Context: an optimization exercise on an open-source flow, tuned for a short achievable clock period and few clock cycles. The choices shown serve that exercise and are no tape-out recipe. In this exercise RTL edits were held to simulation tests only and were not proved equivalent to the original. Power figures rest on the tool's default switching activity, not on a simulated workload.

File: flow/run.sh
#!/bin/bash
# synth_recipe.tcl (not shown) runs the flow's synth.tcl, then flattens the netlist and writes it again
# the make line also repeats each setting of config.mk as NAME=value (left out here)
make -C /OpenROAD-flow-scripts/flow DESIGN_CONFIG=/design/flow/config.mk WORK_HOME=/design/flow/orfs CLKGATE_MAP_FILE= SYNTH_SCRIPT=/design/flow/synth_recipe.tcl finish
File: flow/config.mk
export PLATFORM = sky130hd
export DESIGN_NAME = mips_pipe
export DESIGN_NICKNAME = mips_pipe
export VERILOG_FILES = /design/flow/design.v
export SDC_FILE = /design/flow/constraint.sdc
export NUM_CORES = 4
export LEC_CHECK = 0
export CAP_MARGIN = 20
export CORE_MARGIN = 2
export CORE_UTILIZATION = 40
export PLACE_DENSITY = 0.6
export SLEW_MARGIN = 20
File: flow/constraint.sdc
create_clock -name core_clock -period 10.0 [get_ports {clk}]
set_input_delay 2.0000 -clock core_clock [delete_from_list [all_inputs] [get_ports {clk}]]
set_output_delay 2.0000 -clock core_clock [all_outputs]
set_load 0.01 [all_outputs]
File: flow/design.v
module mips_pipe #(
    parameter [31:0] FETCH_END = 32'd4096,   
    parameter [31:0] DMEM_SIZE = 32'd4096    
) (
    input  wire        clk,
    input  wire        rst,           
    output wire [31:0] imem_addr,
    input  wire [31:0] imem_rdata,
    output wire        dmem_re,
    output wire        dmem_we,
    output wire [31:0] dmem_addr,
    output wire [31:0] dmem_wdata,
    input  wire [31:0] dmem_rdata,
    output reg         halted,
    output reg  [2:0]  halt_cause,
    output reg  [31:0] halt_pc
);
    localparam [4:0] OP_ADD  = 5'd0,  OP_SUB  = 5'd1,  OP_AND  = 5'd2,  OP_OR   = 5'd3,
                     OP_NOR  = 5'd4,  OP_SLT  = 5'd5,  OP_SLL  = 5'd6,  OP_SRL  = 5'd7,
                     OP_SRA  = 5'd8,  OP_JR   = 5'd9,  OP_ADDI = 5'd10, OP_ANDI = 5'd11,
                     OP_ORI  = 5'd12, OP_SLTI = 5'd13, OP_LW   = 5'd14, OP_SW   = 5'd15,
                     OP_BEQ  = 5'd16, OP_BNE  = 5'd17, OP_J    = 5'd18, OP_JAL  = 5'd19,
                     OP_ILL  = 5'd20;
    localparam [1:0] MEM_NONE = 2'd0, MEM_LOAD = 2'd1, MEM_STORE = 2'd2;
    localparam [2:0] CAUSE_UNSUPPORTED = 3'd1, CAUSE_MEM_ACCESS = 3'd2,
                     CAUSE_FETCH_MISALIGNED = 3'd4;
    reg [31:0] pc;
    reg [31:0] regs [1:31];
    reg        ifid_v;
    reg [31:0] ifid_ir;
    reg [31:0] ifid_npc;
    reg        idex_v;
    reg [4:0]  idex_op;
    reg [31:0] idex_npc;
    reg [31:0] idex_a;
    reg [31:0] idex_b;
    reg [31:0] idex_imm;
    reg [4:0]  idex_dest;
    reg [4:0]  idex_shamt;
    reg [25:0] idex_target;
    reg        exmem_v;
    reg [31:0] exmem_npc;
    reg [31:0] exmem_result;
    reg [31:0] exmem_store;
    reg [4:0]  exmem_dest;
    reg [1:0]  exmem_memop;
    reg        memwb_v;
    reg [31:0] memwb_value;
    reg [4:0]  memwb_dest;
    wire wb_we = memwb_v && (memwb_dest != 5'd0) && !halted;
    wire mem_access = exmem_v && (exmem_memop != MEM_NONE);
    wire mem_fault  = mem_access &&
                      ((exmem_result[1:0] != 2'b00) || (exmem_result > DMEM_SIZE - 32'd4));
    assign dmem_addr  = exmem_result;
    assign dmem_wdata = exmem_store;
    assign dmem_re    = !halted && exmem_v && (exmem_memop == MEM_LOAD)  && !mem_fault;
    assign dmem_we    = !halted && exmem_v && (exmem_memop == MEM_STORE) && !mem_fault;
    wire [31:0] mem_value = (exmem_memop == MEM_LOAD) ? dmem_rdata : exmem_result;
    wire [4:0]  mem_dest  = (exmem_memop == MEM_STORE) ? 5'd0 : exmem_dest;
    wire [31:0] ex_sum      = idex_a + idex_b;
    wire [31:0] ex_diff     = idex_a - idex_b;
    wire [31:0] ex_addr     = idex_a + idex_imm;
    wire [31:0] ex_br_tgt   = idex_npc + {idex_imm[29:0], 2'b00};
    wire [31:0] ex_j_tgt    = {idex_npc[31:28], idex_target, 2'b00};
    wire        ex_lt       = $signed(idex_a) < $signed(idex_b);
    wire        ex_lt_imm   = $signed(idex_a) < $signed(idex_imm);
    reg  [31:0] ex_result;
    reg  [1:0]  ex_memop;
    reg         ex_taken;
    reg  [31:0] ex_target;
    always @(*) begin
        ex_result = 32'd0;
        ex_memop  = MEM_NONE;
        ex_taken  = 1'b0;
        ex_target = 32'd0;
        case (idex_op)
            OP_ADD:  ex_result = ex_sum;
            OP_SUB:  ex_result = ex_diff;
            OP_AND:  ex_result = idex_a & idex_b;
            OP_OR:   ex_result = idex_a | idex_b;
            OP_NOR:  ex_result = ~(idex_a | idex_b);
            OP_SLT:  ex_result = {31'd0, ex_lt};
            OP_SLL:  ex_result = idex_b << idex_shamt;
            OP_SRL:  ex_result = idex_b >> idex_shamt;
            OP_SRA:  ex_result = $signed(idex_b) >>> idex_shamt;
            OP_ADDI: ex_result = ex_addr;
            OP_ANDI: ex_result = idex_a & idex_imm;
            OP_ORI:  ex_result = idex_a | idex_imm;
            OP_SLTI: ex_result = {31'd0, ex_lt_imm};
            OP_LW: begin
                ex_result = ex_addr;
                ex_memop  = MEM_LOAD;
            end
            OP_SW: begin
                ex_result = ex_addr;
                ex_memop  = MEM_STORE;
            end
            OP_BEQ: begin
                ex_target = ex_br_tgt;
                ex_result = ex_br_tgt;
                ex_taken  = (idex_a == idex_b);
            end
            OP_BNE: begin
                ex_target = ex_br_tgt;
                ex_result = ex_br_tgt;
                ex_taken  = (idex_a != idex_b);
            end
            OP_JR: begin
                ex_target = idex_a;
                ex_result = idex_a;
                ex_taken  = 1'b1;
            end
            OP_J: begin
                ex_target = ex_j_tgt;
                ex_result = ex_j_tgt;
                ex_taken  = 1'b1;
            end
            OP_JAL: begin
                ex_target = ex_j_tgt;
                ex_result = idex_npc;
                ex_taken  = 1'b1;
            end
            default: ;
        endcase
    end
    wire ex_fault = idex_v && (idex_op == OP_ILL);
    wire redirect = idex_v && ex_taken;
    wire [5:0]  id_opcode = ifid_ir[31:26];
    wire [4:0]  id_rs     = ifid_ir[25:21];
    wire [4:0]  id_rt     = ifid_ir[20:16];
    wire [4:0]  id_rd     = ifid_ir[15:11];
    wire [5:0]  id_funct  = ifid_ir[5:0];
    reg  [4:0]  id_op;
    always @(*) begin
        id_op = OP_ILL;
        if (id_opcode == 6'h00) begin
            case (id_funct)
                6'h00: id_op = OP_SLL;
                6'h02: id_op = OP_SRL;
                6'h03: id_op = OP_SRA;
                6'h08: id_op = OP_JR;
                6'h20: id_op = OP_ADD;
                6'h22: id_op = OP_SUB;
                6'h24: id_op = OP_AND;
                6'h25: id_op = OP_OR;
                6'h27: id_op = OP_NOR;
                6'h2A: id_op = OP_SLT;
                default: id_op = OP_ILL;
            endcase
        end else begin
            case (id_opcode)
                6'h02: id_op = OP_J;
                6'h03: id_op = OP_JAL;
                6'h04: id_op = OP_BEQ;
                6'h05: id_op = OP_BNE;
                6'h08: id_op = OP_ADDI;
                6'h0A: id_op = OP_SLTI;
                6'h0C: id_op = OP_ANDI;
                6'h0D: id_op = OP_ORI;
                6'h23: id_op = OP_LW;
                6'h2B: id_op = OP_SW;
                default: id_op = OP_ILL;
            endcase
        end
    end
    reg [4:0] id_dest;
    always @(*) begin
        case (id_op)
            OP_ADD, OP_SUB, OP_AND, OP_OR, OP_NOR, OP_SLT,
            OP_SLL, OP_SRL, OP_SRA:                      id_dest = id_rd;
            OP_ADDI, OP_ANDI, OP_ORI, OP_SLTI, OP_LW:    id_dest = id_rt;
            OP_JAL:                                      id_dest = 5'd31;
            default:                                     id_dest = 5'd0;
        endcase
    end
    wire [31:0] id_imm = (id_op == OP_ANDI || id_op == OP_ORI) ?
                         {16'd0, ifid_ir[15:0]} : {{16{ifid_ir[15]}}, ifid_ir[15:0]};
    wire [31:0] id_a = (id_rs == 5'd0) ? 32'd0 :
                       (wb_we && memwb_dest == id_rs) ? memwb_value : regs[id_rs];
    wire [31:0] id_b = (id_rt == 5'd0) ? 32'd0 :
                       (wb_we && memwb_dest == id_rt) ? memwb_value : regs[id_rt];
    wire id_has_srcs = (id_op != OP_J) && (id_op != OP_JAL) && (id_op != OP_ILL);
    wire hz_ex  = idex_v  && (idex_dest  != 5'd0) &&
                  (idex_dest  == id_rs || idex_dest  == id_rt);
    wire hz_mem = exmem_v && (exmem_dest != 5'd0) &&
                  (exmem_dest == id_rs || exmem_dest == id_rt);
    wire hazard = ifid_v && id_has_srcs && (hz_ex || hz_mem);
    wire hold   = !redirect && hazard;
    wire issue  = ifid_v && !redirect && !hazard;
    assign imem_addr = pc;
    wire if_active  = !redirect && !hold;
    wire if_fault   = if_active && (pc[1:0] != 2'b00);
    wire if_idle    = pc > FETCH_END - 32'd4;
    wire if_fetch   = if_active && !if_fault && !if_idle;
    wire fault   = mem_fault || ex_fault || if_fault;
    wire advance = !halted && !fault;
    always @(posedge clk) begin
        if (rst) begin
            halted     <= 1'b0;
            halt_cause <= 3'd0;
            halt_pc    <= 32'd0;
        end else if (!halted && fault) begin
            halted <= 1'b1;
            if (mem_fault) begin
                halt_cause <= CAUSE_MEM_ACCESS;
                halt_pc    <= exmem_npc - 32'd4;
            end else if (ex_fault) begin
                halt_cause <= CAUSE_UNSUPPORTED;
                halt_pc    <= idex_npc - 32'd4;
            end else begin
                halt_cause <= CAUSE_FETCH_MISALIGNED;
                halt_pc    <= pc;
            end
        end
    end
    integer i;
    always @(posedge clk) begin
        if (rst) begin
            for (i = 1; i < 32; i = i + 1)
                regs[i] <= 32'd0;
        end else if (wb_we) begin
            regs[memwb_dest] <= memwb_value;
        end
    end
    always @(posedge clk) begin
        if (rst) begin
            pc      <= 32'd0;
            ifid_v  <= 1'b0;
            idex_v  <= 1'b0;
            exmem_v <= 1'b0;
            memwb_v <= 1'b0;
        end else if (advance) begin
            memwb_v     <= exmem_v;
            memwb_value <= mem_value;
            memwb_dest  <= mem_dest;
            exmem_v      <= idex_v;
            exmem_npc    <= idex_npc;
            exmem_result <= ex_result;
            exmem_store  <= idex_b;
            exmem_dest   <= idex_dest;
            exmem_memop  <= ex_memop;
            idex_v      <= issue;
            idex_op     <= id_op;
            idex_npc    <= ifid_npc;
            idex_a      <= id_a;
            idex_b      <= id_b;
            idex_imm    <= id_imm;
            idex_dest   <= id_dest;
            idex_shamt  <= ifid_ir[10:6];
            idex_target <= ifid_ir[25:0];
            if (redirect) begin
                pc     <= ex_target;
                ifid_v <= 1'b0;
            end else if (hold) begin
            end else if (if_fetch) begin
                pc       <= pc + 32'd4;
                ifid_v   <= 1'b1;
                ifid_ir  <= imem_rdata;
                ifid_npc <= pc + 32'd4;
            end else begin
                ifid_v <= 1'b0;
            end
        end
    end
endmodule
==> run notes <==
[path summary, 6_finish.rpt]
kind         cells after the start            to  slack [ps]             start
max                              6       dmem_re        3620  exmem_result[27]
min                              0  idex_npc[18]         400      ifid_npc[18]
max reg2reg                     11    idex_a[20]        4140        idex_b[31]
min reg2reg                      0  idex_npc[18]         400      ifid_npc[18]
[per-layer routing]
layer	up-vias	wire length [um]	GRT usage, %
li1	25020	-	-
met1	31220	127100	40.38
met2	4026	151100	47.17
met3	822	36020	7.167
met4	14	19070	15.31
met5	-	92	0
[state kept, by name (all words and copies together), names as in the netlist, 16 cells and up]
name and count:
idex_imm 16, exmem_npc 32, pc 32, halt_pc 32
exmem_result 32, idex_npc 32, idex_b 32, exmem_store 32
ifid_ir 32, memwb_value 32, regs 1024, ifid_npc 32
idex_a 32
[cells in the mapped netlist, types with 28 or more instances]
master	number	share of area, %
a21oi_1	210	1.2
a221oi_1	31	0.32
mux4_2	605	16
nand2b_1	36	0.27
a21o_1	45	0.40
and3_1	28	0.21
o21ai_0	207	1.2
nand2_1	271	1.2
a22oi_1	29	0.26
xor2_1	78	0.81
edfxtp_1	1361	49
inv_1	135	0.60
a211oi_1	131	1.2
nor4_1	36	0.27
dfxtp_1	72	1.7
nor2_1	390	1.7
mux2i_1	226	2.7
clkbuf_1	458	2.0
mux2_2	71	0.95
buf_1	69	0.31
ha_1	195	2.9
o211ai_1	50	0.45
o22ai_1	60	0.45
xnor2_1	102	1.1
nand3_1	54	0.32
nor2b_1	42	0.31
nor3_1	78	0.46
and2_1	1008	7.5
[logic make-up (layout without fill, tap and decap cells)]
family | after synthesis | in the layout | synth area share, %
flops | 1433 | 1433 | 50.21
buf+inv | 700 | 826 | 3.236
mux | 902 | 902 | 19.80
other cells | 1 | 42 | 0.004450
fa+ha+maj | 198 | 198 | 2.967
compound gates | 1067 | 1067 | 8.602
simple gates | 2055 | 2055 | 13.30
xor+xnor | 180 | 180 | 1.871
[area by class of cell]
| class | instances | area [um2] |
|---|---|---|
| clock buffers | 202 | 4318 |
| well taps | 2805 | 3510 |
| inverters | 135 | 508.0 |
| multi-input cells | 4434 | 40050 |
| diodes | 10 | 25.02 |
| repair buffers | 395 | 3674 |
| fillers | 18610 | 114100 |
| flip-flops and latches | 1433 | 42310 |
| clock inverters | 94 | 1037 |
[stage by stage]
step	area [um2]	power, W	hold WS (ps)	worst slack (ps)
final	95430	0.02736	399.4	3625
after global routing	95410	0.02829	411.4	3549
after floorplan	84390	0.01624	400.3	862.9
after global placement	89820	0.02095	400.2	4455
after CTS	95200	0.02705	403.5	3654
after detailed placement	89840	0.02093	404.5	4370
[report_power, final]
group	switching, W	leakage (nW)	internal (W)	total [W]
registers	0.00137	14.4	0.00771	0.00908
logic	0.00744	17.0	0.00471	0.0122
clock network	0.00271	2.60	0.00341	0.00613
total	0.0115	34.0	0.0158	0.0274
==> results by group <==
Floorplanning
  • Initial Util: between 40 and 50%
  • Die area: 214300 um2
  • IO Count: 200
  • Die X: approximately 460 um
  • CORE AREA: 209600 um2
  • FP Rows: roughly 170
  • Chip height: 463.0 um

Clocking
  • CTS H-tree depth: 4
  • Setup Buffers After CTS: 0
  • TritonCTS Buffers: 164
  • Root buf cell: clkbuf_16
  • CTS tree: yes
  • CTS clk-pin slew, worst paths: approximately 60 ps
  • Clock sinks: 1433
  • Post-CTS Hold Buffers: 0
  • Clock buffer depth: 3
  • Post-CTS sizing: 0
  • Clock latency on the worst-skew pair: 880 ps

Critical path
  • CP Capture Type: primary output
  • Crit-path cells: nor4_1 -> nand2_1 -> nor3_1 -> nand3_1 -> nor3b_1 -> clkdlybuf4s50_1
  • Crit path launch type: register
  • WP buf/inv: 1
  • CP top delay family: simple AND/OR/NAND/NOR gates
  • Req. time, crit path: 8000 ps
  • Worst Path Max Fanout: 3
  • Worst setup path class: register to primary output
  • Critical Path Slowest Stage Cell: nor4_1
  • CP max stage delay: just over 800 ps
  • CP arrival: between 4000 and 5000 ps

STA
  • Min Tclk post-route: ~6400 ps
  • Final Cycle Share: between 60% and 70%
  • Actual slew at the worst max-slew pin: 1195 ps
  • Worst Skew: roughly 74 ps
  • RSZ-0062 raised after global routing: false
  • Rel. slew slack: about a fifth
  • # setup viols final: 0
  • Slew Limit Fails: 0
  • Top achievable clock speed: approximately 160 MHz
  • Setup tns final: 0 ps
  • Final Hold Vio Count: 0

Flow run
  • Number of max-cap violations: 0

Synthesis
  • Async SR Flop Fraction: 0%
  • #FFs+latches synth: around 1400
  • Post-Syn Area: roughly 84000 um2
  • Synth Warn #: 1
  • Cells after synthesis: ~6500
  • Primary FF master, synth: edfxtp_1
  • Syn Area/Cell: ~13 um2
  • Post-synthesis sequential area ratio: between 50 and 60%
  • Post-synth EDFFs: 1361
  • Synth cell types: 96

Global routing
  • Initial antenna violation count: 37
  • GRT Total Usage: a little under a third
  • Aggregate global routing overflow: 0
  • Largest net degree at the start of global routing: 135
  • Global-route wire length before repair: between 400 and 500 mm
  • Number of global-route vias before repair: about 60000

Place
  • Cells after DPL: 9191
  • Routability congestion estimate: roughly 0.99
  • DPL Wire Length: 217.6 mm
  • PortBufs: approximately 200

Detailed routing
  • Vias: 61110
  • Remaining DRCs: 0
  • Drt via density: 6.427
  • Avg WL per Cell: around 35 um
  • Post-route ant nets: 0
  • Final WL: 333.4 mm
  • DR pass1 iterations: 5
  • Starting DRC count in detailed routing: between 8000 and 9000

Layout
  • Fin cells: roughly 9500
  • Commonest non-fill, non-tap cell in the layout: edfxtp_1
  • Layout cell share with drive strength beyond 1: a little under a fifth
  • Most frequent cells in the layout: edfxtp_1 (1361), and2_1 (1008), mux4_2 (605)
  • Fin util: between 40% and 50%
  • Final nets: 6827
  • Area Growth Syn to Fin: 13.25%

Power and ir drop
  • Leak Pwr: roughly 34 nW
  • PD cells: 286.7 nW/um2
  • Peak VDD IR: roughly 0.19 mV

Hold path
  • Hold Crit Class: register to register

Status
  • Outcome: no timing/DRC/antenna violations
Testbench counts, summed over its fixed seeds: cycles 116,138.

separate check: timing with driven ports:
How much do the figures lean on ideal ports? The routed layout below was timed once more, with nothing changed but the port constraints. Step 1, drivers: a clkbuf_16 drives clk and a buf_2 each remaining input, both assumed. Step 2, shift: input delay + t, output delay - t, t = (earliest + latest rising clock arrival at the registers) / 2. This alone moves slack from input paths to output paths. Three values: no drivers, after step 1, after step 2; two values: the first two.
t (ns): 0.927
setup WS [ns]: 3.624 / 3.537 / 4.137
worst setup path after step 2: register to register
latest minus earliest clock arrival (ns): 0.077 / 0.077
After both steps this run still meets setup and hold. For this run, drivers alone change the setup slack by -0.087 ns; drivers and shift together by +0.513 ns.
